This is an optimization exercise on Yosys and OpenROAD, whose aim is small area and a short achievable clock period, not a production implementation.
RTL that was checked went through simulation tests only; none was proved equivalent to the original.
Only the layout flow was run in run 1; the RTL was not checked for function there.
Power is estimated from default activity; no workload was simulated.

==> flow/design.v, too long to show whole: its modules and the start of the top module <==
// module atis_classifier: 308 lines
// module atis_mac_cm: 246 lines
// module atis_mac_sm: 246 lines
// module atis_mac_cs: 246 lines
// module atis_mac_ss: 246 lines
// module atis_fa: 9 lines
// module atis_ha: 8 lines
// module atis_sync: 121 lines
// module atis_decoder: 41 lines
module atis_decoder (
    input  wire        clk,
    input  wire        rst,
    input  wire        sample_valid,
    input  wire [15:0] sample,
    output wire        id_valid,
    output wire [34:0] id_pairs,
    output wire [3:0]  id_len,
    output wire [79:0] id_text,
    output reg         locked,
    output wire        fault_ovf
);
  // ...
==> flow/flow/run.sh <==
#!/bin/bash
# Own layout flow: the standard flow (standard.sh, unchanged synthesis,
# floorplan, power grid, placement, CTS and routing), with plain buffers
# instead of delay buffers on the ports, and timing repair asked for 8.5 ns
# of setup slack at the 12 ns clock. The full make output goes to
# standard.log; ORFS keeps each step's log under orfs/logs.
set -euo pipefail
export BUFFER_PORTS_ARGS="-buffer_cell sky130_fd_sc_hd__buf_2"
export SETUP_SLACK_MARGIN=8.5
bash standard.sh > standard.log 2>&1
==> flow/standard.sh <==
#!/bin/bash
# synth_recipe.tcl (not shown) runs the flow's synth.tcl, then flattens the netlist and writes it again
# the make line also repeats each setting of config.mk as NAME=value (left out here)
make -C /OpenROAD-flow-scripts/flow DESIGN_CONFIG=/design/flow/config.mk WORK_HOME=/design/flow/orfs CLKGATE_MAP_FILE= SYNTH_SCRIPT=/design/flow/synth_recipe.tcl "${@:-finish}"
==> flow/config.mk <==
export PLATFORM = sky130hd
export DESIGN_NAME = atis_decoder
export DESIGN_NICKNAME = atis_decoder
export VERILOG_FILES = /design/flow/design.v
export SDC_FILE = /design/flow/constraint.sdc
export NUM_CORES = 4
export LEC_CHECK = 0
export CAP_MARGIN = 20
export CORE_MARGIN = 2
export CORE_UTILIZATION = 70
export CTS_CLUSTER_DIAMETER = 80
export CTS_CLUSTER_SIZE = 24
export PLACE_DENSITY = 0.75
export SLEW_MARGIN = 20
export SYNTH_HIERARCHICAL = 1
export SYNTH_MINIMUM_KEEP_SIZE = 0
==> flow/constraint.sdc <==
create_clock -name core_clock -period 12.0 [get_ports {clk}]
set_input_delay 2.4000 -clock core_clock [delete_from_list [all_inputs] [get_ports {clk}]]
set_output_delay 2.4000 -clock core_clock [all_outputs]
set_load 0.01 [all_outputs]
==> results.tsv, run 1 <==
stage	metric	value	unit
outcome	outcome	timing/DRC/antenna clean	
min_path	hold_path_class	flip-flop to flip-flop	
finish	largest_cell_class	multi-input gates	
setup_path	path_max_fanout	2	
min_path	hold_depth	0	
timing	relSlewSlack	27.1	%
synth	synth.distinct_cells	89	
setup_path	reg2reg_to	u_classifier.u_mac_cm.c[17]	
place	dpl.hpwl	80100	um
floorplanning	rows	95	
setup_path	cp_num_cells	1	
synth	synth_area_leader_cell	fa_1	
detailed_routing	wirelength_met1	48500	um
setup_path	cp_top_family	flip-flops	
grt	antenna_found_initial	3	
grt	grtUsageMet1	46.2	%
setup_path	path_cells	buf_2	
synth	syn-cell-area	0.0471	mm2
detailed_routing	drtIter0Drc	3075	
floorplanning	die_h	264	um
detailed_routing	viasPerCell	6.31	
synth	synth_common_cells	538 x fa_1, 515 x xnor2_1, 450 x dfxtp_1, 370 x a22oi_1, 303 x ha_1	
detailed_routing	ant_nets	0	
detailed_routing	wl	116000	um
clock_network	cts_sinks	618	
power_and_ir_drop	power.total	9.01	mW
power_and_ir_drop	internal_power	5.36	mW
min_path	worstHoldStart	u_sync.dig[7][0]	
power_and_ir_drop	power_frac_comb	49.4	%
setup_path	critical-path-slowest-cell	edfxtp_1	
min_path	whs_endpoint	u_sync.dig[5][0]	
==> module atis_sync, before the edit <==
module atis_sync (
    input  wire        clk,
    input  wire        rst,
    input  wire        bit_valid,
    input  wire        bit_in,
    output reg         locked,
    output wire        locked_next,
    output reg         id_valid,
    output reg  [34:0] id_pairs,    
    output wire [3:0]  id_len,
    output wire [79:0] id_text
);
    reg  [9:0] ring;
    reg  [3:0] cnt;        
    reg        act;        
    reg        started;
    reg        alt;        
    reg  [2:0] out_len;
    reg        drop;       
    reg        ndrop;
    reg  [3:0] dig [0:9];  
    wire [6:0] sym_val   = ring[6:0];
    wire [2:0] sym_check = {ring[7], ring[8], ring[9]};
    wire [2:0] sym_ones  = {2'b00, sym_val[0]} + {2'b00, sym_val[1]}
                         + {2'b00, sym_val[2]} + {2'b00, sym_val[3]}
                         + {2'b00, sym_val[4]} + {2'b00, sym_val[5]}
                         + {2'b00, sym_val[6]};
    reg  [3:0] tens_n;
    always @* begin
        if      (sym_val >= 7'd90) tens_n = 4'd9;
        else if (sym_val >= 7'd80) tens_n = 4'd8;
        else if (sym_val >= 7'd70) tens_n = 4'd7;
        else if (sym_val >= 7'd60) tens_n = 4'd6;
        else if (sym_val >= 7'd50) tens_n = 4'd5;
        else if (sym_val >= 7'd40) tens_n = 4'd4;
        else if (sym_val >= 7'd30) tens_n = 4'd3;
        else if (sym_val >= 7'd20) tens_n = 4'd2;
        else if (sym_val >= 7'd10) tens_n = 4'd1;
        else                       tens_n = 4'd0;
    end
    wire [6:0] ones_w = sym_val - {tens_n, 3'b000} - {2'b00, tens_n, 1'b0};
    wire       q_ok   = (sym_check == 3'd7 - sym_ones);
    wire       q_le99 = (sym_val <= 7'd99);
    wire       q_lock = (sym_val == 7'd125);
    wire       q_lt10 = (sym_val < 7'd10);
    wire [3:0] q_tens = tens_n;
    wire [3:0] q_ones = ones_w[3:0];
    wire       read   = act && locked && q_ok && !alt && (started || q_le99);
    wire       keep   = read && q_le99;
    wire       drop_n = (out_len == 3'd0) ? q_lt10 : !ndrop;
    assign locked_next = rst ? 1'b0 :
                         !act ? locked :
                         !locked ? (q_ok && q_lock) :
                         (q_ok && !(keep && out_len == 3'd4));
    always @(posedge clk) begin
        if (rst) begin
            cnt      <= 4'd0;
            act      <= 1'b0;
            id_valid <= 1'b0;
            started  <= 1'b0;
            alt      <= 1'b0;
            out_len  <= 3'd0;
        end else begin
            id_valid <= 1'b0;
            act      <= bit_valid && (cnt == 4'd9);
            if (bit_valid && cnt != 4'd9)
                cnt <= cnt + 4'd1;
            if (act) begin
                if (!locked) begin
                    if (q_ok && q_lock) begin
                        cnt     <= 4'd0;
                        started <= 1'b0;
                        alt     <= 1'b0;
                        out_len <= 3'd0;
                    end
                end else begin
                    cnt <= 4'd0;
                    if (!q_ok) begin
                    end else if (read) begin
                        started <= 1'b1;
                        alt     <= 1'b1;
                        if (q_le99) begin
                            out_len <= out_len + 3'd1;
                            if (out_len == 3'd4)
                                id_valid <= 1'b1;
                        end
                    end else if (started) begin
                        alt <= 1'b0;
                    end
                end
            end
        end
    end
    always @(posedge clk)
        locked <= locked_next;
    always @(posedge clk) begin
        if (bit_valid)
            ring <= {bit_in, ring[9:1]};
    end
    integer k;
    always @(posedge clk) begin
        if (keep) begin
            id_pairs <= {sym_val, id_pairs[34:7]};
            drop     <= drop_n;
            ndrop    <= !drop_n;
            for (k = 0; k < 7; k = k + 1)
                dig[k] <= dig[k+2];
            dig[7] <= drop_n ? q_tens : dig[9];
            dig[8] <= drop_n ? q_ones : q_tens;
            dig[9] <= drop_n ? 4'd0 : q_ones;
        end
    end
    genvar j;
    generate
        for (j = 0; j < 9; j = j + 1) begin : g_txt
            assign id_text[8*j +: 8] = {4'h3, dig[j]};
        end
    endgenerate
    assign id_text[79:72] = {2'b00, ndrop, ndrop, dig[9]};
    assign id_len = {1'b1, 1'b0, ndrop, drop};
endmodule
==> run 2, diff against run 1 <==
--- a/flow/design.v
+++ b/flow/design.v
@@ -24,10 +24,11 @@
     wire       first_n = take && oh_n[0];
+    wire [15:0] nx_q = ~x_q;
     wire [30:0] s_cm, c_cm;
-    atis_mac_cm u_mac_cm (.clk(clk), .first_n(first_n), .oh_n(oh_n), .x(x_q), .s(s_cm), .c(c_cm));
+    atis_mac_cm u_mac_cm (.clk(clk), .first_n(first_n), .oh_n(oh_n), .x(x_q), .nx(nx_q), .s(s_cm), .c(c_cm));
     wire [30:0] s_sm, c_sm;
-    atis_mac_sm u_mac_sm (.clk(clk), .first_n(first_n), .oh_n(oh_n), .x(x_q), .s(s_sm), .c(c_sm));
+    atis_mac_sm u_mac_sm (.clk(clk), .first_n(first_n), .oh_n(oh_n), .x(x_q), .nx(nx_q), .s(s_sm), .c(c_sm));
     wire [30:0] s_cs, c_cs;
-    atis_mac_cs u_mac_cs (.clk(clk), .first_n(first_n), .oh_n(oh_n), .x(x_q), .s(s_cs), .c(c_cs));
+    atis_mac_cs u_mac_cs (.clk(clk), .first_n(first_n), .oh_n(oh_n), .x(x_q), .nx(nx_q), .s(s_cs), .c(c_cs));
     wire [30:0] s_ss, c_ss;
-    atis_mac_ss u_mac_ss (.clk(clk), .first_n(first_n), .oh_n(oh_n), .x(x_q), .s(s_ss), .c(c_ss));
+    atis_mac_ss u_mac_ss (.clk(clk), .first_n(first_n), .oh_n(oh_n), .x(x_q), .nx(nx_q), .s(s_ss), .c(c_ss));
     wire [30:0] a_cm = s_cm + c_cm;
@@ -313,2 +314,3 @@
     input  wire [15:0] x,          
+    input  wire [15:0] nx,         
     output reg  [30:0] s,
@@ -318,3 +320,3 @@
     reg [17:0] rom_cm;
-    wire [17:0] rom_cm_n = {|(oh_n & 20'h03fc0), |(oh_n & 20'he0f07), |(oh_n & 20'h1b0c8), |(oh_n & 20'h290a4), |(oh_n & 20'h02094), |(oh_n & 20'h39920), |(oh_n & 20'h82112), |(oh_n & 20'h04802), |(oh_n & 20'h935dc), |(oh_n & 20'h449b8), |(oh_n & 20'hd0040), |(oh_n & 20'h2d9ba), |(oh_n & 20'h37816), |(oh_n & 20'h60e04), |(oh_n & 20'h170b2), |(oh_n & 20'hd66da), |(oh_n & 20'h926d8), |(oh_n & 20'h44122)};
+    wire [17:0] rom_cm_n = {|(oh_n & 20'h03fc0), |(oh_n & 20'he0f83), |(oh_n & 20'h1b04c), |(oh_n & 20'h29022), |(oh_n & 20'h02084), |(oh_n & 20'h10910), |(oh_n & 20'hc2100), |(oh_n & 20'h04012), |(oh_n & 20'h11ccc), |(oh_n & 20'h061ac), |(oh_n & 20'hc0850), |(oh_n & 20'h19002), |(oh_n & 20'h8504a), |(oh_n & 20'h72814), |(oh_n & 20'h00620), |(oh_n & 20'h44002), |(oh_n & 20'h926d8), |(oh_n & 20'h00120)};
     always @(posedge clk) begin
@@ -325,9 +327,10 @@
     wire [16:0] x2 = {x, 1'b0};
-    wire [16:0] pp_cm_0 = (({17{rom_cm[0]}} & xs) | ({17{rom_cm[1]}} & x2)) ^ {17{rom_cm[2]}};
-    wire [16:0] pp_cm_1 = (({17{rom_cm[3]}} & xs) | ({17{rom_cm[4]}} & x2)) ^ {17{rom_cm[5]}};
-    wire [16:0] pp_cm_2 = (({17{rom_cm[6]}} & xs) | ({17{rom_cm[7]}} & x2)) ^ {17{rom_cm[8]}};
-    wire [16:0] pp_cm_3 = (({17{rom_cm[9]}} & xs) | ({17{rom_cm[10]}} & x2)) ^ {17{rom_cm[11]}};
-    wire [16:0] pp_cm_4 = (({17{rom_cm[12]}} & xs) | ({17{rom_cm[13]}} & x2)) ^ {17{rom_cm[14]}};
-    wire [16:0] pp_cm_5 = (({17{rom_cm[15]}} & xs) | ({17{rom_cm[16]}} & x2)) ^ {17{rom_cm[17]}};
-    wire [30:0] sg_cm = first_q ? 31'd0 : s;
+    wire [16:0] nxs = {nx[15], nx};
+    wire [16:0] pp_cm_0 = ~(({17{rom_cm[0]}} & xs) | ({17{rom_cm[1]}} & x2) | ({17{rom_cm[2]}} & nxs));
+    wire [16:0] pp_cm_1 = ~(({17{rom_cm[3]}} & xs) | ({17{rom_cm[4]}} & x2) | ({17{rom_cm[5]}} & nxs));
+    wire [16:0] pp_cm_2 = ~(({17{rom_cm[6]}} & xs) | ({17{rom_cm[7]}} & x2) | ({17{rom_cm[8]}} & nxs));
+    wire [16:0] pp_cm_3 = ~(({17{rom_cm[9]}} & xs) | ({17{rom_cm[10]}} & x2) | ({17{rom_cm[11]}} & nxs));
+    wire [16:0] pp_cm_4 = ~(({17{rom_cm[12]}} & xs) | ({17{rom_cm[13]}} & x2) | ({17{rom_cm[14]}} & nxs));
+    wire [16:0] pp_cm_5 = (({17{rom_cm[15]}} & xs) | ({17{rom_cm[16]}} & x2)) ^ {17{~rom_cm[17]}};
+    wire [30:0] sg_cm = first_q ? 31'd2047 : s;
     wire [30:0] cg_cm = first_q ? 31'd0 : c;
@@ -335,5 +338,5 @@
     wire tcm_1, tcm_2, tcm_3, tcm_4, tcm_5, tcm_6, tcm_7, tcm_8, tcm_9, tcm_10, tcm_11, tcm_12, tcm_13, tcm_14, tcm_15, tcm_16, tcm_17, tcm_18, tcm_19, tcm_20, tcm_21, tcm_22, tcm_23, tcm_24, tcm_25, tcm_26, tcm_27, tcm_28, tcm_29, tcm_30, tcm_31, tcm_32, tcm_33, tcm_34, tcm_35, tcm_36, tcm_37, tcm_38, tcm_39, tcm_40, tcm_41, tcm_42, tcm_43, tcm_44, tcm_45, tcm_46, tcm_47, tcm_48, tcm_49, tcm_50, tcm_51, tcm_52, tcm_53, tcm_54, tcm_55, tcm_56, tcm_57, tcm_58, tcm_59, tcm_60, tcm_61, tcm_62, tcm_63, tcm_64, tcm_65, tcm_66, tcm_67, tcm_68, tcm_69, tcm_70, tcm_71, tcm_72, tcm_73, tcm_74, tcm_75, tcm_76, tcm_77, tcm_78, tcm_79, tcm_80, tcm_81, tcm_82, tcm_83, tcm_84, tcm_85, tcm_86, tcm_87, tcm_88, tcm_89, tcm_90, tcm_91, tcm_92, tcm_93, tcm_94, tcm_95, tcm_96, tcm_97, tcm_98, tcm_99, tcm_100, tcm_101, tcm_102, tcm_103, tcm_104, tcm_105, tcm_106, tcm_107, tcm_108, tcm_109, tcm_110, tcm_111, tcm_112, tcm_113, tcm_114, tcm_115, tcm_116, tcm_117, tcm_118, tcm_119, tcm_120, tcm_121, tcm_122, tcm_123, tcm_124, tcm_125, tcm_126, tcm_127, tcm_128, tcm_129, tcm_130, tcm_131, tcm_132, tcm_133, tcm_134, tcm_135, tcm_136, tcm_137, tcm_138, tcm_139, tcm_140, tcm_141, tcm_142, tcm_143, tcm_144, tcm_145, tcm_146, tcm_147, tcm_148, tcm_149, tcm_150, tcm_151, tcm_152, tcm_153, tcm_154, tcm_155, tcm_156, tcm_157, tcm_158, tcm_159, tcm_160, tcm_161, tcm_162, tcm_163, tcm_164, tcm_165, tcm_166, tcm_167, tcm_168, tcm_169, tcm_170, tcm_171, tcm_172, tcm_173, tcm_174, tcm_175, tcm_176, tcm_177, tcm_178, tcm_179, tcm_180, tcm_181, tcm_182, tcm_183, tcm_184, tcm_185, tcm_186, tcm_187, tcm_188, tcm_189, tcm_190, tcm_191, tcm_192, tcm_193, tcm_194, tcm_195, tcm_196, tcm_197, tcm_198, tcm_199, tcm_200, tcm_201, tcm_202, tcm_203, tcm_204, tcm_205, tcm_206, tcm_207, tcm_208, tcm_209, tcm_210, tcm_211, tcm_212, tcm_213, tcm_214, tcm_215, tcm_216, tcm_217, tcm_218, tcm_219, tcm_220, tcm_221, tcm_222, tcm_223, tcm_224, tcm_225, tcm_226, tcm_227, tcm_228, tcm_229, tcm_230, tcm_231, tcm_232, tcm_233, tcm_234, tcm_235, tcm_236, tcm_237, tcm_238, tcm_239, tcm_240, tcm_241, tcm_242, tcm_243, tcm_244, tcm_245, tcm_246, tcm_247, tcm_248, tcm_249, tcm_250, tcm_251, tcm_252, tcm_253, tcm_254, tcm_255, tcm_256, tcm_257, tcm_258, tcm_259, tcm_260, tcm_261, tcm_262, tcm_263, tcm_264, tcm_265, tcm_266, tcm_267, tcm_268, tcm_269, tcm_270, tcm_271, tcm_272, tcm_273, tcm_274, tcm_275, tcm_276, tcm_277, tcm_278, tcm_279, tcm_280, tcm_281, tcm_282, tcm_283, tcm_284;
-    atis_ha tcm_1_ha (.a(rom_cm[11]), .b(sg_cm[6]), .s(tcm_1), .co(tcm_2));
+    atis_ha tcm_1_ha (.a(~rom_cm[11]), .b(sg_cm[6]), .s(tcm_1), .co(tcm_2));
     atis_ha tcm_3_ha (.a(sg_cm[7]), .b(cg_cm[7]), .s(tcm_3), .co(tcm_4));
-    atis_fa tcm_5_fa (.a(rom_cm[14]), .b(sg_cm[8]), .c(cg_cm[8]), .s(tcm_5), .co(tcm_6));
+    atis_fa tcm_5_fa (.a(~rom_cm[14]), .b(sg_cm[8]), .c(cg_cm[8]), .s(tcm_5), .co(tcm_6));
     atis_ha tcm_7_ha (.a(pp_cm_0[8]), .b(pp_cm_1[6]), .s(tcm_7), .co(tcm_8));
@@ -341,3 +344,3 @@
     atis_ha tcm_11_ha (.a(pp_cm_1[7]), .b(pp_cm_2[5]), .s(tcm_11), .co(tcm_12));
-    atis_fa tcm_13_fa (.a(rom_cm[17]), .b(sg_cm[10]), .c(cg_cm[10]), .s(tcm_13), .co(tcm_14));
+    atis_fa tcm_13_fa (.a(~rom_cm[17]), .b(sg_cm[10]), .c(cg_cm[10]), .s(tcm_13), .co(tcm_14));
     atis_fa tcm_15_fa (.a(pp_cm_0[10]), .b(pp_cm_1[8]), .c(pp_cm_2[6]), .s(tcm_15), .co(tcm_16));
@@ -375,5 +378,5 @@
     assign tcm_72 = sg_cm[21];
-    atis_ha tcm_73_ha (.a(rom_cm[5]), .b(sg_cm[2]), .s(tcm_73), .co(tcm_74));
+    atis_ha tcm_73_ha (.a(~rom_cm[5]), .b(sg_cm[2]), .s(tcm_73), .co(tcm_74));
     atis_ha tcm_75_ha (.a(sg_cm[3]), .b(cg_cm[3]), .s(tcm_75), .co(tcm_76));
-    atis_fa tcm_77_fa (.a(rom_cm[8]), .b(sg_cm[4]), .c(cg_cm[4]), .s(tcm_77), .co(tcm_78));
+    atis_fa tcm_77_fa (.a(~rom_cm[8]), .b(sg_cm[4]), .c(cg_cm[4]), .s(tcm_77), .co(tcm_78));
     atis_ha tcm_79_ha (.a(pp_cm_0[4]), .b(pp_cm_1[2]), .s(tcm_79), .co(tcm_80));
@@ -421,3 +424,3 @@
     assign tcm_160 = sg_cm[25];
-    atis_ha tcm_161_ha (.a(rom_cm[2]), .b(sg_cm[0]), .s(tcm_161), .co(tcm_162));
+    atis_ha tcm_161_ha (.a(~rom_cm[2]), .b(sg_cm[0]), .s(tcm_161), .co(tcm_162));
     atis_ha tcm_163_ha (.a(sg_cm[1]), .b(cg_cm[1]), .s(tcm_163), .co(tcm_164));
@@ -559,2 +562,3 @@
     input  wire [15:0] x,          
+    input  wire [15:0] nx,         
     output reg  [30:0] s,
@@ -564,3 +568,3 @@
     reg [17:0] rom_sm;
-    wire [17:0] rom_sm_n = {|(oh_n & 20'h3fc00), |(oh_n & 20'h0f078), |(oh_n & 20'h30d86), |(oh_n & 20'h5094a), |(oh_n & 20'h11480), |(oh_n & 20'hc8b4e), |(oh_n & 20'h4929a), |(oh_n & 20'h89880), |(oh_n & 20'h6235a), |(oh_n & 20'ha0662), |(oh_n & 20'h08240), |(oh_n & 20'hb243e), |(oh_n & 20'h08806), |(oh_n & 20'h01804), |(oh_n & 20'h8e09a), |(oh_n & 20'h354b8), |(oh_n & 20'h104a8), |(oh_n & 20'ha5354)};
+    wire [17:0] rom_sm_n = {|(oh_n & 20'h3fc00), |(oh_n & 20'h1f078), |(oh_n & 20'h20d86), |(oh_n & 20'h4094a), |(oh_n & 20'h10400), |(oh_n & 20'h81084), |(oh_n & 20'h4001a), |(oh_n & 20'h89a80), |(oh_n & 20'h22100), |(oh_n & 20'ha0c22), |(oh_n & 20'h08240), |(oh_n & 20'h12018), |(oh_n & 20'h18422), |(oh_n & 20'h01804), |(oh_n & 20'h86010), |(oh_n & 20'h25010), |(oh_n & 20'h104a8), |(oh_n & 20'h80344)};
     always @(posedge clk) begin
@@ -571,9 +575,10 @@
     wire [16:0] x2 = {x, 1'b0};
-    wire [16:0] pp_sm_0 = (({17{rom_sm[0]}} & xs) | ({17{rom_sm[1]}} & x2)) ^ {17{rom_sm[2]}};
-    wire [16:0] pp_sm_1 = (({17{rom_sm[3]}} & xs) | ({17{rom_sm[4]}} & x2)) ^ {17{rom_sm[5]}};
-    wire [16:0] pp_sm_2 = (({17{rom_sm[6]}} & xs) | ({17{rom_sm[7]}} & x2)) ^ {17{rom_sm[8]}};
-    wire [16:0] pp_sm_3 = (({17{rom_sm[9]}} & xs) | ({17{rom_sm[10]}} & x2)) ^ {17{rom_sm[11]}};
-    wire [16:0] pp_sm_4 = (({17{rom_sm[12]}} & xs) | ({17{rom_sm[13]}} & x2)) ^ {17{rom_sm[14]}};
-    wire [16:0] pp_sm_5 = (({17{rom_sm[15]}} & xs) | ({17{rom_sm[16]}} & x2)) ^ {17{rom_sm[17]}};
-    wire [30:0] sg_sm = first_q ? 31'd0 : s;
+    wire [16:0] nxs = {nx[15], nx};
+    wire [16:0] pp_sm_0 = ~(({17{rom_sm[0]}} & xs) | ({17{rom_sm[1]}} & x2) | ({17{rom_sm[2]}} & nxs));
+    wire [16:0] pp_sm_1 = ~(({17{rom_sm[3]}} & xs) | ({17{rom_sm[4]}} & x2) | ({17{rom_sm[5]}} & nxs));
+    wire [16:0] pp_sm_2 = ~(({17{rom_sm[6]}} & xs) | ({17{rom_sm[7]}} & x2) | ({17{rom_sm[8]}} & nxs));
+    wire [16:0] pp_sm_3 = ~(({17{rom_sm[9]}} & xs) | ({17{rom_sm[10]}} & x2) | ({17{rom_sm[11]}} & nxs));
+    wire [16:0] pp_sm_4 = ~(({17{rom_sm[12]}} & xs) | ({17{rom_sm[13]}} & x2) | ({17{rom_sm[14]}} & nxs));
+    wire [16:0] pp_sm_5 = (({17{rom_sm[15]}} & xs) | ({17{rom_sm[16]}} & x2)) ^ {17{~rom_sm[17]}};
+    wire [30:0] sg_sm = first_q ? 31'd2047 : s;
     wire [30:0] cg_sm = first_q ? 31'd0 : c;
@@ -581,5 +586,5 @@
     wire tsm_1, tsm_2, tsm_3, tsm_4, tsm_5, tsm_6, tsm_7, tsm_8, tsm_9, tsm_10, tsm_11, tsm_12, tsm_13, tsm_14, tsm_15, tsm_16, tsm_17, tsm_18, tsm_19, tsm_20, tsm_21, tsm_22, tsm_23, tsm_24, tsm_25, tsm_26, tsm_27, tsm_28, tsm_29, tsm_30, tsm_31, tsm_32, tsm_33, tsm_34, tsm_35, tsm_36, tsm_37, tsm_38, tsm_39, tsm_40, tsm_41, tsm_42, tsm_43, tsm_44, tsm_45, tsm_46, tsm_47, tsm_48, tsm_49, tsm_50, tsm_51, tsm_52, tsm_53, tsm_54, tsm_55, tsm_56, tsm_57, tsm_58, tsm_59, tsm_60, tsm_61, tsm_62, tsm_63, tsm_64, tsm_65, tsm_66, tsm_67, tsm_68, tsm_69, tsm_70, tsm_71, tsm_72, tsm_73, tsm_74, tsm_75, tsm_76, tsm_77, tsm_78, tsm_79, tsm_80, tsm_81, tsm_82, tsm_83, tsm_84, tsm_85, tsm_86, tsm_87, tsm_88, tsm_89, tsm_90, tsm_91, tsm_92, tsm_93, tsm_94, tsm_95, tsm_96, tsm_97, tsm_98, tsm_99, tsm_100, tsm_101, tsm_102, tsm_103, tsm_104, tsm_105, tsm_106, tsm_107, tsm_108, tsm_109, tsm_110, tsm_111, tsm_112, tsm_113, tsm_114, tsm_115, tsm_116, tsm_117, tsm_118, tsm_119, tsm_120, tsm_121, tsm_122, tsm_123, tsm_124, tsm_125, tsm_126, tsm_127, tsm_128, tsm_129, tsm_130, tsm_131, tsm_132, tsm_133, tsm_134, tsm_135, tsm_136, tsm_137, tsm_138, tsm_139, tsm_140, tsm_141, tsm_142, tsm_143, tsm_144, tsm_145, tsm_146, tsm_147, tsm_148, tsm_149, tsm_150, tsm_151, tsm_152, tsm_153, tsm_154, tsm_155, tsm_156, tsm_157, tsm_158, tsm_159, tsm_160, tsm_161, tsm_162, tsm_163, tsm_164, tsm_165, tsm_166, tsm_167, tsm_168, tsm_169, tsm_170, tsm_171, tsm_172, tsm_173, tsm_174, tsm_175, tsm_176, tsm_177, tsm_178, tsm_179, tsm_180, tsm_181, tsm_182, tsm_183, tsm_184, tsm_185, tsm_186, tsm_187, tsm_188, tsm_189, tsm_190, tsm_191, tsm_192, tsm_193, tsm_194, tsm_195, tsm_196, tsm_197, tsm_198, tsm_199, tsm_200, tsm_201, tsm_202, tsm_203, tsm_204, tsm_205, tsm_206, tsm_207, tsm_208, tsm_209, tsm_210, tsm_211, tsm_212, tsm_213, tsm_214, tsm_215, tsm_216, tsm_217, tsm_218, tsm_219, tsm_220, tsm_221, tsm_222, tsm_223, tsm_224, tsm_225, tsm_226, tsm_227, tsm_228, tsm_229, tsm_230, tsm_231, tsm_232, tsm_233, tsm_234, tsm_235, tsm_236, tsm_237, tsm_238, tsm_239, tsm_240, tsm_241, tsm_242, tsm_243, tsm_244, tsm_245, tsm_246, tsm_247, tsm_248, tsm_249, tsm_250, tsm_251, tsm_252, tsm_253, tsm_254, tsm_255, tsm_256, tsm_257, tsm_258, tsm_259, tsm_260, tsm_261, tsm_262, tsm_263, tsm_264, tsm_265, tsm_266, tsm_267, tsm_268, tsm_269, tsm_270, tsm_271, tsm_272, tsm_273, tsm_274, tsm_275, tsm_276, tsm_277, tsm_278, tsm_279, tsm_280, tsm_281, tsm_282, tsm_283, tsm_284;
-    atis_ha tsm_1_ha (.a(rom_sm[11]), .b(sg_sm[6]), .s(tsm_1), .co(tsm_2));
+    atis_ha tsm_1_ha (.a(~rom_sm[11]), .b(sg_sm[6]), .s(tsm_1), .co(tsm_2));
     atis_ha tsm_3_ha (.a(sg_sm[7]), .b(cg_sm[7]), .s(tsm_3), .co(tsm_4));
-    atis_fa tsm_5_fa (.a(rom_sm[14]), .b(sg_sm[8]), .c(cg_sm[8]), .s(tsm_5), .co(tsm_6));
+    atis_fa tsm_5_fa (.a(~rom_sm[14]), .b(sg_sm[8]), .c(cg_sm[8]), .s(tsm_5), .co(tsm_6));
     atis_ha tsm_7_ha (.a(pp_sm_0[8]), .b(pp_sm_1[6]), .s(tsm_7), .co(tsm_8));
@@ -587,3 +592,3 @@
     atis_ha tsm_11_ha (.a(pp_sm_1[7]), .b(pp_sm_2[5]), .s(tsm_11), .co(tsm_12));
-    atis_fa tsm_13_fa (.a(rom_sm[17]), .b(sg_sm[10]), .c(cg_sm[10]), .s(tsm_13), .co(tsm_14));
+    atis_fa tsm_13_fa (.a(~rom_sm[17]), .b(sg_sm[10]), .c(cg_sm[10]), .s(tsm_13), .co(tsm_14));
     atis_fa tsm_15_fa (.a(pp_sm_0[10]), .b(pp_sm_1[8]), .c(pp_sm_2[6]), .s(tsm_15), .co(tsm_16));
@@ -621,5 +626,5 @@
     assign tsm_72 = sg_sm[21];
-    atis_ha tsm_73_ha (.a(rom_sm[5]), .b(sg_sm[2]), .s(tsm_73), .co(tsm_74));
+    atis_ha tsm_73_ha (.a(~rom_sm[5]), .b(sg_sm[2]), .s(tsm_73), .co(tsm_74));
     atis_ha tsm_75_ha (.a(sg_sm[3]), .b(cg_sm[3]), .s(tsm_75), .co(tsm_76));
-    atis_fa tsm_77_fa (.a(rom_sm[8]), .b(sg_sm[4]), .c(cg_sm[4]), .s(tsm_77), .co(tsm_78));
+    atis_fa tsm_77_fa (.a(~rom_sm[8]), .b(sg_sm[4]), .c(cg_sm[4]), .s(tsm_77), .co(tsm_78));
     atis_ha tsm_79_ha (.a(pp_sm_0[4]), .b(pp_sm_1[2]), .s(tsm_79), .co(tsm_80));
@@ -667,3 +672,3 @@
     assign tsm_160 = sg_sm[25];
-    atis_ha tsm_161_ha (.a(rom_sm[2]), .b(sg_sm[0]), .s(tsm_161), .co(tsm_162));
+    atis_ha tsm_161_ha (.a(~rom_sm[2]), .b(sg_sm[0]), .s(tsm_161), .co(tsm_162));
     atis_ha tsm_163_ha (.a(sg_sm[1]), .b(cg_sm[1]), .s(tsm_163), .co(tsm_164));
@@ -805,2 +810,3 @@
     input  wire [15:0] x,          
+    input  wire [15:0] nx,         
     output reg  [30:0] s,
@@ -810,3 +816,3 @@
     reg [17:0] rom_cs;
-    wire [17:0] rom_cs_n = {|(oh_n & 20'hf81f0), |(oh_n & 20'h718e3), |(oh_n & 20'h8a514), |(oh_n & 20'h0001a), |(oh_n & 20'h10780), |(oh_n & 20'h4e03a), |(oh_n & 20'hd1f26), |(oh_n & 20'h11120), |(oh_n & 20'hc6e1e), |(oh_n & 20'h0a484), |(oh_n & 20'h4126c), |(oh_n & 20'h8a492), |(oh_n & 20'h014f0), |(oh_n & 20'h30d40), |(oh_n & 20'h830b6), |(oh_n & 20'hf2b8e), |(oh_n & 20'ha2206), |(oh_n & 20'h509c8)};
+    wire [17:0] rom_cs_n = {|(oh_n & 20'hf81f0), |(oh_n & 20'h718e3), |(oh_n & 20'h8a514), |(oh_n & 20'h0101e), |(oh_n & 20'h00280), |(oh_n & 20'h5e500), |(oh_n & 20'hc0a02), |(oh_n & 20'h11524), |(oh_n & 20'h06018), |(oh_n & 20'h0a080), |(oh_n & 20'h4162c), |(oh_n & 20'h80052), |(oh_n & 20'h012b0), |(oh_n & 20'h10d40), |(oh_n & 20'h20000), |(oh_n & 20'h50988), |(oh_n & 20'ha2206), |(oh_n & 20'h00040)};
     always @(posedge clk) begin
@@ -817,9 +823,10 @@
     wire [16:0] x2 = {x, 1'b0};
-    wire [16:0] pp_cs_0 = (({17{rom_cs[0]}} & xs) | ({17{rom_cs[1]}} & x2)) ^ {17{rom_cs[2]}};
-    wire [16:0] pp_cs_1 = (({17{rom_cs[3]}} & xs) | ({17{rom_cs[4]}} & x2)) ^ {17{rom_cs[5]}};
-    wire [16:0] pp_cs_2 = (({17{rom_cs[6]}} & xs) | ({17{rom_cs[7]}} & x2)) ^ {17{rom_cs[8]}};
-    wire [16:0] pp_cs_3 = (({17{rom_cs[9]}} & xs) | ({17{rom_cs[10]}} & x2)) ^ {17{rom_cs[11]}};
-    wire [16:0] pp_cs_4 = (({17{rom_cs[12]}} & xs) | ({17{rom_cs[13]}} & x2)) ^ {17{rom_cs[14]}};
-    wire [16:0] pp_cs_5 = (({17{rom_cs[15]}} & xs) | ({17{rom_cs[16]}} & x2)) ^ {17{rom_cs[17]}};
-    wire [30:0] sg_cs = first_q ? 31'd0 : s;
+    wire [16:0] nxs = {nx[15], nx};
+    wire [16:0] pp_cs_0 = ~(({17{rom_cs[0]}} & xs) | ({17{rom_cs[1]}} & x2) | ({17{rom_cs[2]}} & nxs));
+    wire [16:0] pp_cs_1 = ~(({17{rom_cs[3]}} & xs) | ({17{rom_cs[4]}} & x2) | ({17{rom_cs[5]}} & nxs));
+    wire [16:0] pp_cs_2 = ~(({17{rom_cs[6]}} & xs) | ({17{rom_cs[7]}} & x2) | ({17{rom_cs[8]}} & nxs));
+    wire [16:0] pp_cs_3 = ~(({17{rom_cs[9]}} & xs) | ({17{rom_cs[10]}} & x2) | ({17{rom_cs[11]}} & nxs));
+    wire [16:0] pp_cs_4 = ~(({17{rom_cs[12]}} & xs) | ({17{rom_cs[13]}} & x2) | ({17{rom_cs[14]}} & nxs));
+    wire [16:0] pp_cs_5 = (({17{rom_cs[15]}} & xs) | ({17{rom_cs[16]}} & x2)) ^ {17{~rom_cs[17]}};
+    wire [30:0] sg_cs = first_q ? 31'd2047 : s;
     wire [30:0] cg_cs = first_q ? 31'd0 : c;
@@ -827,5 +834,5 @@
     wire tcs_1, tcs_2, tcs_3, tcs_4, tcs_5, tcs_6, tcs_7, tcs_8, tcs_9, tcs_10, tcs_11, tcs_12, tcs_13, tcs_14, tcs_15, tcs_16, tcs_17, tcs_18, tcs_19, tcs_20, tcs_21, tcs_22, tcs_23, tcs_24, tcs_25, tcs_26, tcs_27, tcs_28, tcs_29, tcs_30, tcs_31, tcs_32, tcs_33, tcs_34, tcs_35, tcs_36, tcs_37, tcs_38, tcs_39, tcs_40, tcs_41, tcs_42, tcs_43, tcs_44, tcs_45, tcs_46, tcs_47, tcs_48, tcs_49, tcs_50, tcs_51, tcs_52, tcs_53, tcs_54, tcs_55, tcs_56, tcs_57, tcs_58, tcs_59, tcs_60, tcs_61, tcs_62, tcs_63, tcs_64, tcs_65, tcs_66, tcs_67, tcs_68, tcs_69, tcs_70, tcs_71, tcs_72, tcs_73, tcs_74, tcs_75, tcs_76, tcs_77, tcs_78, tcs_79, tcs_80, tcs_81, tcs_82, tcs_83, tcs_84, tcs_85, tcs_86, tcs_87, tcs_88, tcs_89, tcs_90, tcs_91, tcs_92, tcs_93, tcs_94, tcs_95, tcs_96, tcs_97, tcs_98, tcs_99, tcs_100, tcs_101, tcs_102, tcs_103, tcs_104, tcs_105, tcs_106, tcs_107, tcs_108, tcs_109, tcs_110, tcs_111, tcs_112, tcs_113, tcs_114, tcs_115, tcs_116, tcs_117, tcs_118, tcs_119, tcs_120, tcs_121, tcs_122, tcs_123, tcs_124, tcs_125, tcs_126, tcs_127, tcs_128, tcs_129, tcs_130, tcs_131, tcs_132, tcs_133, tcs_134, tcs_135, tcs_136, tcs_137, tcs_138, tcs_139, tcs_140, tcs_141, tcs_142, tcs_143, tcs_144, tcs_145, tcs_146, tcs_147, tcs_148, tcs_149, tcs_150, tcs_151, tcs_152, tcs_153, tcs_154, tcs_155, tcs_156, tcs_157, tcs_158, tcs_159, tcs_160, tcs_161, tcs_162, tcs_163, tcs_164, tcs_165, tcs_166, tcs_167, tcs_168, tcs_169, tcs_170, tcs_171, tcs_172, tcs_173, tcs_174, tcs_175, tcs_176, tcs_177, tcs_178, tcs_179, tcs_180, tcs_181, tcs_182, tcs_183, tcs_184, tcs_185, tcs_186, tcs_187, tcs_188, tcs_189, tcs_190, tcs_191, tcs_192, tcs_193, tcs_194, tcs_195, tcs_196, tcs_197, tcs_198, tcs_199, tcs_200, tcs_201, tcs_202, tcs_203, tcs_204, tcs_205, tcs_206, tcs_207, tcs_208, tcs_209, tcs_210, tcs_211, tcs_212, tcs_213, tcs_214, tcs_215, tcs_216, tcs_217, tcs_218, tcs_219, tcs_220, tcs_221, tcs_222, tcs_223, tcs_224, tcs_225, tcs_226, tcs_227, tcs_228, tcs_229, tcs_230, tcs_231, tcs_232, tcs_233, tcs_234, tcs_235, tcs_236, tcs_237, tcs_238, tcs_239, tcs_240, tcs_241, tcs_242, tcs_243, tcs_244, tcs_245, tcs_246, tcs_247, tcs_248, tcs_249, tcs_250, tcs_251, tcs_252, tcs_253, tcs_254, tcs_255, tcs_256, tcs_257, tcs_258, tcs_259, tcs_260, tcs_261, tcs_262, tcs_263, tcs_264, tcs_265, tcs_266, tcs_267, tcs_268, tcs_269, tcs_270, tcs_271, tcs_272, tcs_273, tcs_274, tcs_275, tcs_276, tcs_277, tcs_278, tcs_279, tcs_280, tcs_281, tcs_282, tcs_283, tcs_284;
-    atis_ha tcs_1_ha (.a(rom_cs[11]), .b(sg_cs[6]), .s(tcs_1), .co(tcs_2));
+    atis_ha tcs_1_ha (.a(~rom_cs[11]), .b(sg_cs[6]), .s(tcs_1), .co(tcs_2));
     atis_ha tcs_3_ha (.a(sg_cs[7]), .b(cg_cs[7]), .s(tcs_3), .co(tcs_4));
-    atis_fa tcs_5_fa (.a(rom_cs[14]), .b(sg_cs[8]), .c(cg_cs[8]), .s(tcs_5), .co(tcs_6));
+    atis_fa tcs_5_fa (.a(~rom_cs[14]), .b(sg_cs[8]), .c(cg_cs[8]), .s(tcs_5), .co(tcs_6));
     atis_ha tcs_7_ha (.a(pp_cs_0[8]), .b(pp_cs_1[6]), .s(tcs_7), .co(tcs_8));
@@ -833,3 +840,3 @@
     atis_ha tcs_11_ha (.a(pp_cs_1[7]), .b(pp_cs_2[5]), .s(tcs_11), .co(tcs_12));
-    atis_fa tcs_13_fa (.a(rom_cs[17]), .b(sg_cs[10]), .c(cg_cs[10]), .s(tcs_13), .co(tcs_14));
+    atis_fa tcs_13_fa (.a(~rom_cs[17]), .b(sg_cs[10]), .c(cg_cs[10]), .s(tcs_13), .co(tcs_14));
     atis_fa tcs_15_fa (.a(pp_cs_0[10]), .b(pp_cs_1[8]), .c(pp_cs_2[6]), .s(tcs_15), .co(tcs_16));
@@ -867,5 +874,5 @@
     assign tcs_72 = sg_cs[21];
-    atis_ha tcs_73_ha (.a(rom_cs[5]), .b(sg_cs[2]), .s(tcs_73), .co(tcs_74));
+    atis_ha tcs_73_ha (.a(~rom_cs[5]), .b(sg_cs[2]), .s(tcs_73), .co(tcs_74));
     atis_ha tcs_75_ha (.a(sg_cs[3]), .b(cg_cs[3]), .s(tcs_75), .co(tcs_76));
-    atis_fa tcs_77_fa (.a(rom_cs[8]), .b(sg_cs[4]), .c(cg_cs[4]), .s(tcs_77), .co(tcs_78));
+    atis_fa tcs_77_fa (.a(~rom_cs[8]), .b(sg_cs[4]), .c(cg_cs[4]), .s(tcs_77), .co(tcs_78));
     atis_ha tcs_79_ha (.a(pp_cs_0[4]), .b(pp_cs_1[2]), .s(tcs_79), .co(tcs_80));
@@ -913,3 +920,3 @@
     assign tcs_160 = sg_cs[25];
-    atis_ha tcs_161_ha (.a(rom_cs[2]), .b(sg_cs[0]), .s(tcs_161), .co(tcs_162));
+    atis_ha tcs_161_ha (.a(~rom_cs[2]), .b(sg_cs[0]), .s(tcs_161), .co(tcs_162));
     atis_ha tcs_163_ha (.a(sg_cs[1]), .b(cg_cs[1]), .s(tcs_163), .co(tcs_164));
@@ -1051,2 +1058,3 @@
     input  wire [15:0] x,          
+    input  wire [15:0] nx,         
     output reg  [30:0] s,
@@ -1056,3 +1064,3 @@
     reg [17:0] rom_ss;
-    wire [17:0] rom_ss_n = {|(oh_n & 20'hc0780), |(oh_n & 20'h8e31c), |(oh_n & 20'h514a2), |(oh_n & 20'h0bcf4), |(oh_n & 20'h03c10), |(oh_n & 20'hb80e4), |(oh_n & 20'h300c0), |(oh_n & 20'h09110), |(oh_n & 20'hf0ec6), |(oh_n & 20'hbc906), |(oh_n & 20'h6cd04), |(oh_n & 20'h920a2), |(oh_n & 20'h01618), |(oh_n & 20'h05610), |(oh_n & 20'h1a908), |(oh_n & 20'hc488a), |(oh_n & 20'hc088a), |(oh_n & 20'h27214)};
+    wire [17:0] rom_ss_n = {|(oh_n & 20'hc0f80), |(oh_n & 20'h8c70c), |(oh_n & 20'h528b2), |(oh_n & 20'h080e4), |(oh_n & 20'h03c10), |(oh_n & 20'h90000), |(oh_n & 20'h140c0), |(oh_n & 20'h21010), |(oh_n & 20'hc8702), |(oh_n & 20'h9121a), |(oh_n & 20'h6c904), |(oh_n & 20'h024a0), |(oh_n & 20'hc0082), |(oh_n & 20'h05618), |(oh_n & 20'h1a100), |(oh_n & 20'h04000), |(oh_n & 20'hc088a), |(oh_n & 20'h23214)};
     always @(posedge clk) begin
@@ -1063,9 +1071,10 @@
     wire [16:0] x2 = {x, 1'b0};
-    wire [16:0] pp_ss_0 = (({17{rom_ss[0]}} & xs) | ({17{rom_ss[1]}} & x2)) ^ {17{rom_ss[2]}};
-    wire [16:0] pp_ss_1 = (({17{rom_ss[3]}} & xs) | ({17{rom_ss[4]}} & x2)) ^ {17{rom_ss[5]}};
-    wire [16:0] pp_ss_2 = (({17{rom_ss[6]}} & xs) | ({17{rom_ss[7]}} & x2)) ^ {17{rom_ss[8]}};
-    wire [16:0] pp_ss_3 = (({17{rom_ss[9]}} & xs) | ({17{rom_ss[10]}} & x2)) ^ {17{rom_ss[11]}};
-    wire [16:0] pp_ss_4 = (({17{rom_ss[12]}} & xs) | ({17{rom_ss[13]}} & x2)) ^ {17{rom_ss[14]}};
-    wire [16:0] pp_ss_5 = (({17{rom_ss[15]}} & xs) | ({17{rom_ss[16]}} & x2)) ^ {17{rom_ss[17]}};
-    wire [30:0] sg_ss = first_q ? 31'd0 : s;
+    wire [16:0] nxs = {nx[15], nx};
+    wire [16:0] pp_ss_0 = ~(({17{rom_ss[0]}} & xs) | ({17{rom_ss[1]}} & x2) | ({17{rom_ss[2]}} & nxs));
+    wire [16:0] pp_ss_1 = ~(({17{rom_ss[3]}} & xs) | ({17{rom_ss[4]}} & x2) | ({17{rom_ss[5]}} & nxs));
+    wire [16:0] pp_ss_2 = ~(({17{rom_ss[6]}} & xs) | ({17{rom_ss[7]}} & x2) | ({17{rom_ss[8]}} & nxs));
+    wire [16:0] pp_ss_3 = ~(({17{rom_ss[9]}} & xs) | ({17{rom_ss[10]}} & x2) | ({17{rom_ss[11]}} & nxs));
+    wire [16:0] pp_ss_4 = ~(({17{rom_ss[12]}} & xs) | ({17{rom_ss[13]}} & x2) | ({17{rom_ss[14]}} & nxs));
+    wire [16:0] pp_ss_5 = (({17{rom_ss[15]}} & xs) | ({17{rom_ss[16]}} & x2)) ^ {17{~rom_ss[17]}};
+    wire [30:0] sg_ss = first_q ? 31'd2047 : s;
     wire [30:0] cg_ss = first_q ? 31'd0 : c;
@@ -1073,5 +1082,5 @@
     wire tss_1, tss_2, tss_3, tss_4, tss_5, tss_6, tss_7, tss_8, tss_9, tss_10, tss_11, tss_12, tss_13, tss_14, tss_15, tss_16, tss_17, tss_18, tss_19, tss_20, tss_21, tss_22, tss_23, tss_24, tss_25, tss_26, tss_27, tss_28, tss_29, tss_30, tss_31, tss_32, tss_33, tss_34, tss_35, tss_36, tss_37, tss_38, tss_39, tss_40, tss_41, tss_42, tss_43, tss_44, tss_45, tss_46, tss_47, tss_48, tss_49, tss_50, tss_51, tss_52, tss_53, tss_54, tss_55, tss_56, tss_57, tss_58, tss_59, tss_60, tss_61, tss_62, tss_63, tss_64, tss_65, tss_66, tss_67, tss_68, tss_69, tss_70, tss_71, tss_72, tss_73, tss_74, tss_75, tss_76, tss_77, tss_78, tss_79, tss_80, tss_81, tss_82, tss_83, tss_84, tss_85, tss_86, tss_87, tss_88, tss_89, tss_90, tss_91, tss_92, tss_93, tss_94, tss_95, tss_96, tss_97, tss_98, tss_99, tss_100, tss_101, tss_102, tss_103, tss_104, tss_105, tss_106, tss_107, tss_108, tss_109, tss_110, tss_111, tss_112, tss_113, tss_114, tss_115, tss_116, tss_117, tss_118, tss_119, tss_120, tss_121, tss_122, tss_123, tss_124, tss_125, tss_126, tss_127, tss_128, tss_129, tss_130, tss_131, tss_132, tss_133, tss_134, tss_135, tss_136, tss_137, tss_138, tss_139, tss_140, tss_141, tss_142, tss_143, tss_144, tss_145, tss_146, tss_147, tss_148, tss_149, tss_150, tss_151, tss_152, tss_153, tss_154, tss_155, tss_156, tss_157, tss_158, tss_159, tss_160, tss_161, tss_162, tss_163, tss_164, tss_165, tss_166, tss_167, tss_168, tss_169, tss_170, tss_171, tss_172, tss_173, tss_174, tss_175, tss_176, tss_177, tss_178, tss_179, tss_180, tss_181, tss_182, tss_183, tss_184, tss_185, tss_186, tss_187, tss_188, tss_189, tss_190, tss_191, tss_192, tss_193, tss_194, tss_195, tss_196, tss_197, tss_198, tss_199, tss_200, tss_201, tss_202, tss_203, tss_204, tss_205, tss_206, tss_207, tss_208, tss_209, tss_210, tss_211, tss_212, tss_213, tss_214, tss_215, tss_216, tss_217, tss_218, tss_219, tss_220, tss_221, tss_222, tss_223, tss_224, tss_225, tss_226, tss_227, tss_228, tss_229, tss_230, tss_231, tss_232, tss_233, tss_234, tss_235, tss_236, tss_237, tss_238, tss_239, tss_240, tss_241, tss_242, tss_243, tss_244, tss_245, tss_246, tss_247, tss_248, tss_249, tss_250, tss_251, tss_252, tss_253, tss_254, tss_255, tss_256, tss_257, tss_258, tss_259, tss_260, tss_261, tss_262, tss_263, tss_264, tss_265, tss_266, tss_267, tss_268, tss_269, tss_270, tss_271, tss_272, tss_273, tss_274, tss_275, tss_276, tss_277, tss_278, tss_279, tss_280, tss_281, tss_282, tss_283, tss_284;
-    atis_ha tss_1_ha (.a(rom_ss[11]), .b(sg_ss[6]), .s(tss_1), .co(tss_2));
+    atis_ha tss_1_ha (.a(~rom_ss[11]), .b(sg_ss[6]), .s(tss_1), .co(tss_2));
     atis_ha tss_3_ha (.a(sg_ss[7]), .b(cg_ss[7]), .s(tss_3), .co(tss_4));
-    atis_fa tss_5_fa (.a(rom_ss[14]), .b(sg_ss[8]), .c(cg_ss[8]), .s(tss_5), .co(tss_6));
+    atis_fa tss_5_fa (.a(~rom_ss[14]), .b(sg_ss[8]), .c(cg_ss[8]), .s(tss_5), .co(tss_6));
     atis_ha tss_7_ha (.a(pp_ss_0[8]), .b(pp_ss_1[6]), .s(tss_7), .co(tss_8));
@@ -1079,3 +1088,3 @@
     atis_ha tss_11_ha (.a(pp_ss_1[7]), .b(pp_ss_2[5]), .s(tss_11), .co(tss_12));
-    atis_fa tss_13_fa (.a(rom_ss[17]), .b(sg_ss[10]), .c(cg_ss[10]), .s(tss_13), .co(tss_14));
+    atis_fa tss_13_fa (.a(~rom_ss[17]), .b(sg_ss[10]), .c(cg_ss[10]), .s(tss_13), .co(tss_14));
     atis_fa tss_15_fa (.a(pp_ss_0[10]), .b(pp_ss_1[8]), .c(pp_ss_2[6]), .s(tss_15), .co(tss_16));
@@ -1113,5 +1122,5 @@
     assign tss_72 = sg_ss[21];
-    atis_ha tss_73_ha (.a(rom_ss[5]), .b(sg_ss[2]), .s(tss_73), .co(tss_74));
+    atis_ha tss_73_ha (.a(~rom_ss[5]), .b(sg_ss[2]), .s(tss_73), .co(tss_74));
     atis_ha tss_75_ha (.a(sg_ss[3]), .b(cg_ss[3]), .s(tss_75), .co(tss_76));
-    atis_fa tss_77_fa (.a(rom_ss[8]), .b(sg_ss[4]), .c(cg_ss[4]), .s(tss_77), .co(tss_78));
+    atis_fa tss_77_fa (.a(~rom_ss[8]), .b(sg_ss[4]), .c(cg_ss[4]), .s(tss_77), .co(tss_78));
     atis_ha tss_79_ha (.a(pp_ss_0[4]), .b(pp_ss_1[2]), .s(tss_79), .co(tss_80));
@@ -1159,3 +1168,3 @@
     assign tss_160 = sg_ss[25];
-    atis_ha tss_161_ha (.a(rom_ss[2]), .b(sg_ss[0]), .s(tss_161), .co(tss_162));
+    atis_ha tss_161_ha (.a(~rom_ss[2]), .b(sg_ss[0]), .s(tss_161), .co(tss_162));
     atis_ha tss_163_ha (.a(sg_ss[1]), .b(cg_ss[1]), .s(tss_163), .co(tss_164));
@@ -1323,2 +1332,3 @@
     reg  [3:0] cnt;        
+    reg        pend;       
     reg        act;        
@@ -1350,8 +1360,12 @@
     wire [6:0] ones_w = sym_val - {tens_n, 3'b000} - {2'b00, tens_n, 1'b0};
-    wire       q_ok   = (sym_check == 3'd7 - sym_ones);
-    wire       q_le99 = (sym_val <= 7'd99);
-    wire       q_lock = (sym_val == 7'd125);
-    wire       q_lt10 = (sym_val < 7'd10);
-    wire [3:0] q_tens = tens_n;
-    wire [3:0] q_ones = ones_w[3:0];
+    reg        q_ok, q_le99, q_lock, q_lt10;
+    reg  [3:0] q_tens, q_ones;
+    always @(posedge clk) begin
+        q_ok   <= (sym_check == 3'd7 - sym_ones);
+        q_le99 <= (sym_val <= 7'd99);
+        q_lock <= (sym_val == 7'd125);
+        q_lt10 <= (sym_val < 7'd10);
+        q_tens <= tens_n;
+        q_ones <= ones_w[3:0];
+    end
     wire       read   = act && locked && q_ok && !alt && (started || q_le99);
@@ -1366,2 +1380,3 @@
             cnt      <= 4'd0;
+            pend     <= 1'b0;
             act      <= 1'b0;
@@ -1373,3 +1388,4 @@
             id_valid <= 1'b0;
-            act      <= bit_valid && (cnt == 4'd9);
+            pend     <= bit_valid && (cnt == 4'd9);
+            act      <= pend;
             if (bit_valid && cnt != 4'd9)
--- a/flow/config.mk
+++ b/flow/config.mk
@@ -8,7 +8,8 @@
 export CAP_MARGIN = 20
+export CELL_PAD_IN_SITES_DETAIL_PLACEMENT = 1
+export CELL_PAD_IN_SITES_GLOBAL_PLACEMENT = 1
 export CORE_MARGIN = 2
-export CORE_UTILIZATION = 70
+export CORE_UTILIZATION = 55
 export CTS_CLUSTER_DIAMETER = 80
 export CTS_CLUSTER_SIZE = 24
-export PLACE_DENSITY = 0.75
 export SLEW_MARGIN = 20
==> run 2 against run 1 <==
  * Area after synthesis is 6.0% lower
  * Final cell count is 0.89% lower
  * Power is 18% higher
  * Clock power is 6% higher
  * Setup slack worse by 0.0067 ns
  * Critical path type unchanged
==> results.tsv, run 2 <==
stage	metric	value	unit	change
synth	yosysWarnings	14		unchanged
clock_network	clockBufferDepth	3		unchanged
finish	final_cell_mix	536 x fa_1, 429 x dfxtp_1, 304 x ha_1, 300 x a222oi_1, 240 x nand2_1		was 538 x fa_1, 515 x xnor2_1, 406 x dfxtp_1, 370 x a22oi_1, 301 x ha_1
place	port_buffers	99		unchanged
finish	drive_gt1_share	12.4	%	was 10.9%
power_and_ir_drop	peakVddDrop	129	uV	was 154 uV
setup_path	start_kind	flip-flop		unchanged
floorplanning	core_area	0.0802	mm2	was 0.0669 mm2
clock_network	cts_root_buf	clkbuf_16		unchanged
detailed_routing	viasPerCell	6.68		was 6.31
timing	post-route-period-util	30.7	%	about the same
synth	postSynthCellCount	3876		was 4166
timing	post-route-min-period	3.68	ns	about the same
setup_path	reg2reg_to	u_classifier.u_mac_sm.c[13]		was u_classifier.u_mac_cm.c[17]
grt	gr-total-overflow	0		unchanged
power_and_ir_drop	p_per_area	222	mW/mm2	was 182 mW/mm2
setup_path	ff2ff_path_depth	7		was 6
grt	grt_first_pass_wirelength	214000	um	was 183000 um
timing	setup_viol	0		unchanged
place	dpl.hpwl	97500	um	was 80100 um
setup_path	cp.arrival	1.28	ns	about the same
clock_network	ctsHoldBuffers	0		unchanged
floorplanning	start_util	55.3	%	was 70.4%
floorplanning	die_x	288	um	was 264 um
detailed_routing	wl	144000	um	was 116000 um
finish	reg_top3	u_sync.dig (40), u_sync.id_pairs (35)		unchanged
finish	instances_no_fill	5000		was 5045
setup_path	timing.critical_path.required	9.60	ns	about the same
setup_path	cp_num_cells	1		unchanged
power_and_ir_drop	p_leak	18.5	nW	was 20.3 nW
synth	seq_area_frac_synth	32.3	%	was 29.8%
synth	synth-edff-count	168		unchanged
synth	synth_area_leader_cell	fa_1		unchanged
floorplanning	die_h	288	um	was 264 um
setup_path	cp_slowest_stage_delay	0.48	ns	about the same
setup_path	cp_top_family	flip-flops		unchanged
min_path	hold_depth	0		unchanged
floorplanning	ios	141		unchanged
finish	final_nets	4768		was 5001
clock_network	clkTransAtPathRegs	0.09	ns	was 0.10 ns
synth	yosys-top-cells-area	fa_1 24%, dfxtp_1 21%, edfxtp_1 11%, ha_1 8.6%, a222oi_1 6.8%		was fa_1 23%, dfxtp_1 19%, edfxtp_1 11%, xnor2_1 9.6%, ha_1 8.0%
min_path	worstHoldStart	u_sync.dig[6][0]		was u_sync.dig[7][0]
grt	globalRouteTotalUtil	33.7	%	was 33.6%
detailed_routing	drtIter0Drc	4620		was 3075
setup_path	crit_buf_inv	1		unchanged
clock_network	cts_buffers	42		was 41
finish	syn_to_final_growth	8.60	%	was 4.84%
clock_network	cts_sinks	631		was 618
finish	largest_reg_flops	40		unchanged
min_path	whs_endpoint	u_sync.dig[4][0]		was u_sync.dig[5][0]
synth	syn-cell-area	0.0443	mm2	was 0.0471 mm2
clock_network	clkLatencyLatePin	0.64	ns	was 0.62 ns
grt	grt_pass1_vias	35457		was 32890
timing	rsz0062_at_grt	yes		unchanged
power_and_ir_drop	power.share.switching	42.1	%	was 40.5%
synth	synth_flop_cell	dfxtp_1		unchanged
detailed_routing	ant_nets	0		unchanged
timing	fin_worst_skew	0.0355	ns	was 0.0216 ns
clock_network	cts_tree	done		unchanged
timing	timing.final.hold_violations	0		unchanged
synth	synth_common_cells	538 x fa_1, 463 x dfxtp_1, 304 x ha_1, 300 x a222oi_1, 240 x nand2_1		was 538 x fa_1, 515 x xnor2_1, 450 x dfxtp_1, 370 x a22oi_1, 303 x ha_1
synth	avgSynthCellArea	11.4	um2	was 11.3 um2
timing	relSlewSlack	21.9	%	was 27.1%
power_and_ir_drop	power_frac_comb	54.1	%	was 49.4%
floorplanning	rows	104		was 95
synth	async_reset_ff_share	0	%	unchanged
timing	tightest_slew	1.16	ns	was 1.09 ns
power_and_ir_drop	p_seq_share	30.5	%	was 33.5%
power_and_ir_drop	p_switching	4.48	mW	was 3.65 mW
timing	setup_tns	0	ns	unchanged
finish	final_common_cell	fa_1		unchanged
detailed_routing	dr_total_vias	33415		was 31837
flow_run	drv_cap	0		unchanged
grt	antenna_found_initial	1		was 3
setup_path	path_max_fanout	4		was 2
finish	diodes	0		was 1
synth	synth-seq-cells	631		was 618
min_path	hold_path_class	flip-flop to flip-flop		unchanged
power_and_ir_drop	internal_power	6.18	mW	was 5.36 mW
setup_path	r2r_slack	8.47	ns	was 8.54 ns
detailed_routing	route.detailed.drc	0		unchanged
outcome	outcome	timing/DRC/antenna clean		unchanged
setup_path	path_cells	buf_2		unchanged
timing	max_freq	271	MHz	was 272 MHz
setup_path	r2r-start	u_classifier.x_q[12]		was u_classifier.u_mac_cm.rom_cm[1]
detailed_routing	dr.pass1.iters	17		was 6
synth	synth.distinct_cells	89		unchanged
detailed_routing	wl_per_cell	28.9	um	was 23.0 um
setup_path	critical-path-slowest-cell	edfxtp_1		unchanged
floorplanning	fp.dieArea	0.0828	mm2	was 0.0694 mm2
clock_network	h-tree-depth	2		unchanged
synth	yosysMostFrequentCell	fa_1		unchanged
synth	synth.top_cell.area_share	24.3	%	was 22.8%
place	dp_cells	4790		was 4918
timing	report.final.slew_viol_count	0		unchanged
setup_path	worstSetupEndpointType	output port		unchanged
power_and_ir_drop	power_frac_clock	15.4	%	was 17.2%
finish	largest_register	u_sync.dig		unchanged
setup_path	worstSetupPathType	flip-flop to output port		unchanged
place	routabilityCongestion	0.935		was 0.919
grt	grt_max_degree	82		unchanged
run 2: area by class of cell:
class                   count  area (um2)
repair buffers            260        2110
fillers                  8179       32100
clock inverters            31         430
flip-flops and latches    631       14400
repair inverters           10        75.1
multi-input cells        2800       28000
well taps                1060        1330
clock buffers              46        1070
inverters                 162         657
run 2: how the worst max path moves through the flow:
stage,from,to
final,u_sync.ndrop,id_text[76]
after global routing,u_sync.ndrop,id_text[76]
after CTS,u_sync.ndrop,id_text[77]
after detailed placement,u_classifier.x_q[9],u_classifier.u_mac_cm.c[16]
after global placement,u_classifier.x_q[9],u_classifier.u_mac_ss.c[10]
after floorplan,u_classifier.dneg_cs,u_classifier.sticky
run 2: modules after synthesis (local to each module, per instance):
| module | flip-flops and latches | copies in the design | area (um2) | cells |
|---|---|---|---|---|
| atis_classifier | 194 | 1 | 13000 | 1379 |
| atis_mac_ss | 81 | 1 | 3640 | 381 |
| atis_mac_cs | 81 | 1 | 3620 | 380 |
| atis_mac_cm | 81 | 1 | 3640 | 380 |
| atis_ha | 0 | 105 | 12.5 | 1 |
| atis_sync | 112 | 1 | 4630 | 336 |
| atis_decoder | 1 | 1 | 31.3 | 3 |
| atis_fa | 0 | 534 | 20.0 | 1 |
| atis_mac_sm | 81 | 1 | 3690 | 378 |
run 2: cells by family (layout without fill, tap and decap cells):
logic type	count (synthesis)	after routing	share of synthesized area (%)
xor+xnor	239	239	4.73
simple gates	848	848	10.1
fa+ha+maj	842	842	32.9
buf+inv	483	509	4.77
other cells	4	42	0.0339
mux	19	19	0.429
compound gates	810	810	14.8
flops	631	631	32.3
run 2: power groups by stage:
| stage | logic [mW] | registers [mW] | clock network (mW) |
|---|---|---|---|
| 2_1_floorplan | 4.04 | 3.09 | 0 |
| 3_3_place_gp | 5.15 | 3.28 | 0 |
| 3_5_place_dp | 5.64 | 3.29 | 0 |
| 4_1_cts | 5.72 | 3.24 | 1.67 |
| 5_1_grt | 6.47 | 3.29 | 1.74 |
| 6_report | 5.77 | 3.25 | 1.64 |
run 2: per-layer routing:
layer / vias up / global-route usage (%) / part of all wire [%]
li1: 14011 / - / -
met1: 16932 / 42.6 / 38
met2: 1920 / 56.4 / 48
met3: 552 / 5.89 / 8.5
met4: 0 / 15.6 / 6.1
met5: - / 0 / 0
run 2: repair_timing:
| item | in CTS | in global routing |
|---|---|---|
| setup endpoints to repair | 230 | 157 |
| gates cloned | 11 | 2 |
| pin swaps | 1 | 4 |
| gates resized for setup | 55 | 33 |
| setup buffers | 81 | 39 |
run 2: per-stage QoR:
stage                     area (um2)  hold WS, ns  power [mW]  worst slack, ns  util, %
after floorplan                44400        0.400        7.13             8.70        -
after global placement         45100        0.420        8.43             7.56     56.2
after detailed placement       45100        0.435        8.93             7.50     56.2
after CTS                      47600        0.459        10.6             8.30     59.4
after global routing           48100        0.462        11.5             8.29     60.0
final                          48100        0.451        10.7             8.32     60.0
==> run 3, diff against run 2 <==
--- a/flow/config.mk
+++ b/flow/config.mk
@@ -8,6 +8,4 @@
 export CAP_MARGIN = 20
-export CELL_PAD_IN_SITES_DETAIL_PLACEMENT = 1
-export CELL_PAD_IN_SITES_GLOBAL_PLACEMENT = 1
 export CORE_MARGIN = 2
-export CORE_UTILIZATION = 55
+export CORE_UTILIZATION = 65
 export CTS_CLUSTER_DIAMETER = 80
==> run 3 against run 2 <==
  * Clock skew fell by 0.012 ns
  * Die area shrank 15%
  * Largest cell class unchanged
  * First-iteration DRC count up 25%
  * Setup slack better by 0.024 ns
  * Critical path depth did not move
  * Register-to-register slack better by 0.07 ns
  * Highest routed layer is now met5
==> results.tsv, run 3 <==
stage	metric	value	unit	change
outcome	outcome	timing/DRC/antenna clean		unchanged
grt	antenna_found_initial	2		was 1
clock_network	cts_sinks	631		unchanged
synth	yosysWarnings	14		unchanged
setup_path	path_max_fanout	2		was 4
setup_path	worstSetupEndpointType	output port		unchanged
timing	report.final.slew_viol_count	0		unchanged
synth	synth-seq-cells	631		unchanged
grt	globalRouteTotalUtil	35.1	%	was 33.7%
floorplanning	fp.dieArea	0.0702	mm2	was 0.0828 mm2
floorplanning	die_h	265	um	was 288 um
setup_path	crit_buf_inv	1		unchanged
grt	gr-total-overflow	0		unchanged
clock_network	cts_root_buf	clkbuf_16		unchanged
detailed_routing	drtIter0Drc	5759		was 4620
setup_path	critical-path-slowest-cell	edfxtp_1		unchanged
power_and_ir_drop	peakVddDrop	170	uV	was 129 uV
setup_path	cp_slowest_stage_delay	0.47	ns	was 0.48 ns
power_and_ir_drop	p_leak	18.3	nW	was 18.5 nW
detailed_routing	viasPerCell	6.89		was 6.68
timing	tightest_slew	1.21	ns	was 1.16 ns
place	routabilityCongestion	0.964		was 0.935
grt	grt_max_degree	82		unchanged
timing	rsz0062_at_grt	yes		unchanged
synth	synth.top_cell.area_share	24.3	%	unchanged
synth	synth.distinct_cells	89		unchanged
synth	async_reset_ff_share	0	%	unchanged
synth	syn-cell-area	0.0443	mm2	unchanged
place	dpl.hpwl	85700	um	was 97500 um
timing	timing.final.hold_violations	0		unchanged
timing	max_freq	273	MHz	was 271 MHz
synth	postSynthCellCount	3876		unchanged
finish	multi_input_area	0.0280	mm2	about the same
detailed_routing	wl	126000	um	was 144000 um
synth	yosys-top-cells-area	fa_1 24%, dfxtp_1 21%, edfxtp_1 11%, ha_1 8.6%, a222oi_1 6.8%		unchanged
floorplanning	core_area	0.0673	mm2	was 0.0802 mm2
power_and_ir_drop	p_per_area	218	mW/mm2	was 222 mW/mm2
floorplanning	rows	95		was 104
clock_network	h-tree-depth	2		unchanged
clock_network	clockBufferDepth	3		unchanged
synth	synth-edff-count	168		unchanged
clock_network	ctsHoldBuffers	0		unchanged
finish	drive_gt1_share	11.2	%	was 12.4%
timing	setup_tns	0	ns	unchanged
setup_path	r2r_slack	8.54	ns	was 8.47 ns
power_and_ir_drop	power.total	10.4	mW	was 10.7 mW
detailed_routing	ant_nets	0		unchanged
timing	setup_viol	0		unchanged
finish	final_common_cell	fa_1		unchanged
run 3: cell counts after synthesis:
No cell type changed its count.
run 3: final timing paths:
check	start	endpoint
min reg2reg	u_sync.id_pairs[25]	u_sync.id_pairs[18]
max	u_sync.id_pairs[7]	id_pairs[7]
min	u_sync.id_pairs[25]	u_sync.id_pairs[18]
max reg2reg	u_classifier.x_q[12]	u_classifier.u_mac_sm.c[15]
run 3: layout make-up:
cell class,count,area share [%]
Inverter,162,1.38
Antenna cell,1,0.00527
Sequential cell,631,30.2
Clock buffer,52,2.34
Timing Repair inverter,10,0.158
Clock inverter,22,0.671
Tap cell,873,2.30
Multi-Input combinational cell,2800,59.0
Timing Repair Buffer,229,3.93
run 3: routing by layer:
metal | wire (um) | vias up
met1 | 47100 | 16218
met5 | 12 | -
met4 | 6570 | 2
met2 | 58700 | 2276
li1 | - | 13967
met3 | 13500 | 483
run 3: cells by family (layout without fill, tap and decap cells):
group	Yosys count	after routing	synth area share, %
simple gates	848	848	10.1
fa+ha+maj	842	842	32.9
compound gates	810	810	14.8
flops	631	631	32.3
buf+inv	483	475	4.77
xor+xnor	239	239	4.73
mux	19	19	0.429
other cells	4	43	0.0339
run 3: modules after synthesis (local to each module, per instance):
module	area, um2	flops+latches
atis_mac_cs	3620	81
atis_mac_ss	3640	81
atis_mac_sm	3690	81
atis_sync	4630	112
atis_ha	12.5	0
atis_fa	20.0	0
atis_classifier	13000	194
atis_mac_cm	3640	81
atis_decoder	31.3	1
run 3: where the power goes:
| part | switching, mW | leakage (nW) | internal, mW | total, mW |
|---|---|---|---|---|
| clock | 0.840 | 0.680 | 0.729 | 1.57 |
| sequential | 0.303 | 5.40 | 2.89 | 3.19 |
| combinational | 3.12 | 12.2 | 2.50 | 5.62 |
| total | 4.26 | 18.3 | 6.12 | 10.4 |
run 3: what timing repair did:
action | in CTS | in global routing
pin swaps | 4 | 6
cloned | 11 | 5
setup endpoints to repair | 223 | 135
buffers inserted | 65 | 23
resized for setup | 55 | 35
endpoints found under the hold margin | 0 | 0
run 3: through the flow:
| stage | cell area (um2) | hold slack [ns] | instances | setup slack (ns) |
|---|---|---|---|---|
| 2_1_floorplan | 44400 | 0.400 | 3914 | 8.70 |
| 5_1_grt | 47500 | 0.470 | 4779 | 8.31 |
| 3_3_place_gp | 44800 | 0.425 | 4600 | 7.62 |
| 6_report | 47500 | 0.456 | 4780 | 8.34 |
| 4_1_cts | 47100 | 0.452 | 4751 | 8.32 |
| 3_5_place_dp | 44800 | 0.419 | 4601 | 7.54 |

==> port drivers added, routing unchanged <==
How much do the figures lean on ideal ports? The routed layouts below were timed once more, with nothing changed but the port constraints. Step 1: set_driving_cell puts a clkbuf_16 on clk and a buf_2 on each other input, an assumption about the parent block. Step 2 moves the port delays by t, midway between the first and last clock arrival at a register: inputs arrive t later, outputs are due t later. That takes back most of the time a late clock gives input paths. Three values: no drivers, after step 1, after step 2; two values: the first two.
| run | t (ns) | setup WS [ns] | worst setup path after step 2 |
|---|---|---|---|
| run 1 | 0.677 | 8.322 / 8.255 / 8.517 | input to register |
| run 2 | 0.689 | 8.315 / 8.244 / 8.325 | input to register |
| run 3 | 0.675 | 8.339 / 8.271 / 8.418 | input to register |
After both steps setup and hold are still met in every run listed.
